This is an optimization exercise on Yosys and OpenROAD, whose aim is small area, a short achievable clock period and few clock cycles, not a production implementation.
Only simulation tests tie the RTL to the original design; equivalence was not proved.
No activity file was given, so power comes from the tool's default toggle rates.

amber:
## hxp_stream
module hxp_stream (
    input  wire        clk,
    input  wire        rst,
    input  wire        in_valid,
    output wire        in_ready,
    input  wire [7:0]  in_data,
    input  wire        in_end,
    output wire        out_valid,
    input  wire        out_ready,
    output wire [31:0] out_addr,
    output wire [7:0]  out_len,
    output wire [7:0]  out_data,
    output wire        out_last,
    output wire        done,
    output wire [3:0]  res_code,
    output wire [31:0] res_line,
    output wire [15:0] res_ext,
    output wire [7:0]  res_calc,
    output wire [7:0]  res_decl,
    output wire [1:0]  res_cause
);
    localparam [10:0] LEAD = 11'd9;      
    localparam [1:0] CAUSE_LENGTH   = 2'd0;
    localparam [1:0] CAUSE_DIGIT    = 2'd1;
    localparam [1:0] CAUSE_EXTSHORT = 2'd2;
    reg        is_hex_in;
    reg [3:0]  val_in;
    always @(*) begin
        is_hex_in = 1'b1;
        val_in    = in_data[3:0];
        if (in_data >= "0" && in_data <= "9")
            val_in = in_data[3:0];
        else if ((in_data >= "A" && in_data <= "F") || (in_data >= "a" && in_data <= "f"))
            val_in = in_data[3:0] + 4'd9;
        else
            is_hex_in = 1'b0;
    end
    wire [7:0] cc_in = {in_data == ":", in_data == 8'h0D, in_data == 8'h0A, is_hex_in, val_in};
    reg        a_valid, b_valid, rdy;
    reg [7:0]  a_cc, b_cc;
    reg        a_end, b_end;
    wire       accept;                      
    wire       pop_in = a_valid && accept;
    wire       take   = in_valid && rdy;
    assign in_ready = rdy;
  ...
For scale: roughly 3800 cells after synthesis, ~2400 flip-flops.
clock: 6.5 ns
lec_check: 0
cap_margin: 20
core_margin: 2
core_utilization: 40
cts_buf_list: sky130_fd_sc_hd__clkbuf_16 sky130_fd_sc_hd__clkbuf_8
cts_cluster_diameter: 100
cts_cluster_size: 30
place_density: 0.6
setup_slack_margin: 3.9
slew_margin: 20
run.sh (not shown) runs the stock make flow with config.mk's settings and CLKGATE_MAP_FILE= SYNTH_SCRIPT=/design/flow/synth_recipe.tcl, a recipe that flattens the netlist after the stock synthesis.
Testbench counts of amber, summed over its fixed seeds: cycles 85,465.
Edits applied to the flow inputs when going from amber to cedar:
--- a/flow/design.v
+++ b/flow/design.v
@@ -252,18 +252,24 @@
         end else if (!rd_go) begin
             rdist <= rdist - 8'd1;
             rdz   <= (rdist == 8'd1);
         end
     end
     always @(posedge clk) begin
         if (rst) begin
             rd_armed <= 1'b0;
             ov       <= 1'b0;
+            od       <= 8'd0;
+            ol       <= 1'b0;
+            rec_bc   <= 8'd0;
+            rec_ah   <= 8'd0;
+            rec_al   <= 8'd0;
+            rec_ext  <= 16'd0;
         end else begin
             if (disp) begin
                 rec_bc     <= bc;
                 rec_ah     <= ah;
                 rec_al     <= al;
                 rec_ext    <= ext;
                 rd_cnt     <= bc;
                 rd_started <= 1'b0;
                 rd_missed  <= (busy1 <= {3'b000, bc} + 11'd1);
@@ -329,18 +335,20 @@
             pstate  <= P_ACT;
             done_r  <= 1'b0;
             ev_pend <= 1'b0;
             ext     <= 16'd0;
             line_no <= 32'd0;
             lo_ff   <= 1'b0;
             code3   <= 1'b0;
             code1   <= 1'b0;
             cause   <= 2'd0;
+            nsum    <= 8'd0;
+            ck      <= 8'd0;
             new_line;
         end else begin
             done_r <= 1'b0;
             if (ev_go) begin
                 ev_pend <= 1'b0;
                 if (v_stop) begin
                     code3 <= !e_good || v_xshort;
                     code1 <= !v_eof;
                     cause <= e_good ? CAUSE_EXTSHORT : e_cause;
[summary]
The lower final setup slack of the worst path came out of amber. cedar: quantity of gates resized following cts is about 15% higher than what amber reported. From amber to cedar the numbers moved as follows: worst setup slack before clock tree synthesis went up 0.22 ns, fraction of area in registers dropped 1.3 points, non-clock inverter total of the final layout climbed 5.4%. cedar vs amber, beginning of the critical path: left_z vs ol. Summary — worst hold slack after final layout, cedar relative to amber: higher, by 0.013 ns.
Testbench counts of cedar, summed over its fixed seeds: cycles 85,465.

== lane 5 ==
hxp_stream, a different RTL version from the one above (not shown whole).
For scale: ~2400 flip-flops.
Design hxp_stream, start of the top module:
module hxp_stream (
    input  wire        clk,
    input  wire        rst,
    input  wire        in_valid,
    output wire        in_ready,
    input  wire [7:0]  in_data,
    input  wire        in_end,
    output wire        out_valid,
    input  wire        out_ready,
    output wire [31:0] out_addr,
    output wire [7:0]  out_len,
    output wire [7:0]  out_data,
    output wire        out_last,
    output wire        done,
    output wire [3:0]  res_code,
    output wire [31:0] res_line,
    output wire [15:0] res_ext,
    output wire [7:0]  res_calc,
    output wire [7:0]  res_decl,
    output wire [1:0]  res_cause
);
Settings: LEC_CHECK=0, ABC_AREA=1, CAP_MARGIN=20, CORE_MARGIN=2, CORE_UTILIZATION=40, CTS_BUF_LIST=sky130_fd_sc_hd__clkbuf_16 sky130_fd_sc_hd__clkbuf_8, CTS_CLUSTER_DIAMETER=100, CTS_CLUSTER_SIZE=30, PLACE_DENSITY=0.6, SETUP_SLACK_MARGIN=3.9, SLEW_MARGIN=20; clock period 6.5 ns.
Testbench counts of lane 5, summed over its fixed seeds: cycles 85,465.
For lane 2, these inputs were changed with respect to lane 5:
diff --git a/flow/design.v b/flow/design.v
--- a/flow/design.v
+++ b/flow/design.v
@@ -11,23 +11,23 @@
     output wire [7:0]  out_len,
     output wire [7:0]  out_data,
     output wire        out_last,
     output wire        done,
     output wire [3:0]  res_code,
     output wire [31:0] res_line,
     output wire [15:0] res_ext,
     output wire [7:0]  res_calc,
     output wire [7:0]  res_decl,
     output wire [1:0]  res_cause
 );
-    localparam [10:0] LEAD = 11'd9;      
+    localparam [9:0]  LEAD = 10'd9;      
     localparam [1:0] CAUSE_LENGTH   = 2'd0;
     localparam [1:0] CAUSE_DIGIT    = 2'd1;
     localparam [1:0] CAUSE_EXTSHORT = 2'd2;
     reg        is_hex_in;
     reg [3:0]  val_in;
     always @(*) begin
         is_hex_in = 1'b1;
         val_in    = in_data[3:0];
         if (in_data >= "0" && in_data <= "9")
             val_in = in_data[3:0];
         else if ((in_data >= "A" && in_data <= "F") || (in_data >= "a" && in_data <= "f"))
@@ -98,28 +98,27 @@
     reg        beyond;       
     reg [9:0]  left;         
     reg        left_z;       
     reg [3:0]  hi_nib;
     reg [7:0]  bc, ah, al, ck;
     reg        rt0, rt1, rt4;    
     reg        bc_lt2;           
     reg        cks_ok;           
     reg [7:0]  nsum;         
     reg        alloc;        
     reg [7:0]  s0d;          
-    reg [10:0] target;       
     reg        ev_pend;
     reg        e_good;           
     reg [1:0]  e_cause;          
-    reg [10:0] busy1;        
-    reg [10:0] rsel;         
+    reg [9:0]  busy1;        
+    reg [9:0]  rsel;         
     reg [3:0]  qt;           
     reg [1:0]  qwp, qrp;
     reg [7:0]  q0, q1, q2, q3;
     reg [7:0]  wdist;        
     reg        wen;          
     reg [4:0]  wsel;         
     reg [7:0]  wdat;
     reg [3:0]  oldt;         
     wire       flushed = !oldt[0];
     reg        rd_armed;
     reg        rd_started;
@@ -137,23 +136,24 @@
     wire       is_end   = a_end;
     wire       is_lf    = !a_end && c_lf;
     wire       is_chr   = !a_end && !c_lf;
     wire [7:0] cur_byte = {hi_nib, c_val};
     wire       pos0     = ps[0];
     wire       pos12    = ps[1] || ps[2];
     wire       pos_ge3  = !pos0 && !pos12;
     wire       hp_ge10  = ps[10] || ps[11] || ps[12] || ps_hi;
     wire       is_ck_lo = pos_ge3 && !beyond && left_z;
     wire       in_data_rgn = !odd && hp_ge10 && !beyond && !left_z;
     wire       act      = (pstate == P_ACT);
-    wire       big      = rsel[8] || rsel[9] || rsel[10];
+    wire       big      = rsel[8] || rsel[9];
+    wire [9:0] target   = {1'b0, bc, 1'b0} + LEAD;
     wire       do_alloc = cand && ps[9] && rt0;
     wire       do_push  = cand && alloc && in_data_rgn;
     wire       q_full   = qt[3];
     wire       q_nonempty = qt[0];
     wire       guard  = rd_armed && flushed && (!rd_started || rd_missed);
     wire       pop_ok   = (wdist[2:0] == 3'd1) && !guard;
     wire       push_ok  = !q_full || pop_ok;
     assign accept =
         (pstate == P_SKIP) ||
         (act && (is_chr ? !(ev_pend && !pos0 && !ps[1])
                           && !(do_alloc && (q_nonempty || (big && !reader_idle)))
@@ -191,23 +191,22 @@
                 wire sel = wen && (wsel == NXT / 8);
                 always @(posedge clk)
                     ring[gi*8 +: 8] <= sel ? wdat : ring[NXT*8 +: 8];
             end else begin : g_s
                 always @(posedge clk)
                     ring[gi*8 +: 8] <= ring[NXT*8 +: 8];
             end
         end
     endgenerate
     always @(posedge clk) begin
         cks_ok <= (nsum == ck);
-        target <= {2'b00, bc, 1'b0} + LEAD;
         rsel   <= (busy1 > target) ? busy1 : target;
         if (step && act && is_chr && do_alloc) begin
             s0d   <= rsel[7:0] - 8'd1;
             wdist <= rsel[7:0] - 8'd1;
         end else begin
             s0d   <= s0d - 8'd1;
             wdist <= wdist - (q_pop ? 8'd0 : 8'd1);
         end
         wsel <= wdist[7:3];
         wdat <= qhead;
         if (push) begin
@@ -218,39 +217,41 @@
             default: q3 <= cur_byte;
             endcase
         end
     end
     always @(posedge clk) begin
         if (rst) begin
             qt     <= 4'd0;
             qwp    <= 2'd0;
             qrp    <= 2'd0;
             wen    <= 1'b0;
             oldt   <= 4'd0;
-            busy1  <= 11'd1;
+            busy1  <= 10'd1;
         end else begin
             if (push && !q_pop)
                 qt <= {qt[2:0], 1'b1};
             else if (q_pop && !push)
                 qt <= {1'b0, qt[3:1]};
             if (push)  qwp <= qwp + 2'd1;
             if (q_pop) qrp <= qrp + 2'd1;
             wen <= q_pop;
             if (disp)
                 oldt <= qt;
             else if (wen)
                 oldt <= {1'b0, oldt[3:1]};
             if (step && act && is_chr && do_alloc)
-                busy1 <= rsel + {3'b000, bc};
-            else if (busy1 != 11'd1)
-                busy1 <= busy1 - 11'd1;
+                busy1 <= rsel + {2'b00, bc};
+            else if (pstate == P_DONE || busy1 == 10'd1)
+                busy1 <= 10'd1;
+            else
+                busy1 <= busy1 - 10'd1;
         end
     end
     always @(posedge clk) begin
         if (disp) begin
             rdist <= rd_init;
             rdz   <= (rd_init == 8'd0);
         end else if (!rd_go) begin
             rdist <= rdist - 8'd1;
             rdz   <= (rdist == 8'd1);
         end
     end
@@ -264,23 +265,23 @@
             rec_ah   <= 8'd0;
             rec_al   <= 8'd0;
             rec_ext  <= 16'd0;
         end else begin
             if (disp) begin
                 rec_bc     <= bc;
                 rec_ah     <= ah;
                 rec_al     <= al;
                 rec_ext    <= ext;
                 rd_cnt     <= bc;
                 rd_started <= 1'b0;
-                rd_missed  <= (busy1 <= {3'b000, bc} + 11'd1);
+                rd_missed  <= (busy1 <= {2'b00, bc} + 10'd1);
                 if (bc == 8'd0) begin
                     ov <= 1'b1;
                     ol <= 1'b1;
                 end else begin
                     rd_armed <= 1'b1;
                 end
             end else begin
                 if (rd_go)
                     rd_started <= 1'b1;
                 else if (rd_armed && rdz)
                     rd_missed <= 1'b1;
--- outcome ---
There was hardly any difference in later-pin clock latency in the skew report between lane 5 and lane 2. Number of placed instances with taps included, lane 5 and lane 2: smaller value in lane 2. Max number of gates resized after cts across lane 5 and lane 2: lane 5. Lane 2 vs. lane 5: total routed wirelength went down, switching part of the total held, die footprint fell by about 0.7%. Final worst-path cycle share on lane 2 is down relative to lane 5. Overall power after layout in lane 2 is 120 uW above lane 5. Global placement routability congestion (lower): lane 2. Clock network power share down 0.5 points in lane 2 wrt lane 5. Compared with lane 5, lane 2 shows a layout net count that is 0.37% lower.
Testbench counts of lane 2, summed over its fixed seeds: cycles 85,465.

## separate check: timing with driven ports
In the flow no input, the clock included, has a driving cell. The finished layouts below were timed again as built, in two steps. Step 1, drivers: a clkbuf_16 drives clk and a buf_2 each remaining input, both assumed. Step 2 moves the port delays by t, midway between the first and last clock arrival at a register: inputs arrive t later, outputs are due t later. That takes back most of the time a late clock gives input paths. Slacks: no drivers / after step 1 / after step 2; pairs: no drivers / after step 1.
run | t (ns) | slack for setup (ns) | worst register clock-pin slew, ns | pins driven straight from the clock port
amber | 0.775 | 3.802 / 3.736 / 3.288 | 0.12 / 0.12 | 1
cedar | 0.780 | 3.901 / 3.851 / 3.315 | 0.12 / 0.12 | 1
lane 5 | 0.791 | 3.942 / 3.867 / 3.266 | 0.12 / 0.12 | 1
lane 2 | 0.784 | 3.961 / 3.891 / 3.194 | 0.12 / 0.12 | 1
After both steps every run listed still meets setup and hold. For lane 2, which loses most, drivers alone change the setup slack by -0.070 ns; drivers and shift together by -0.767 ns.
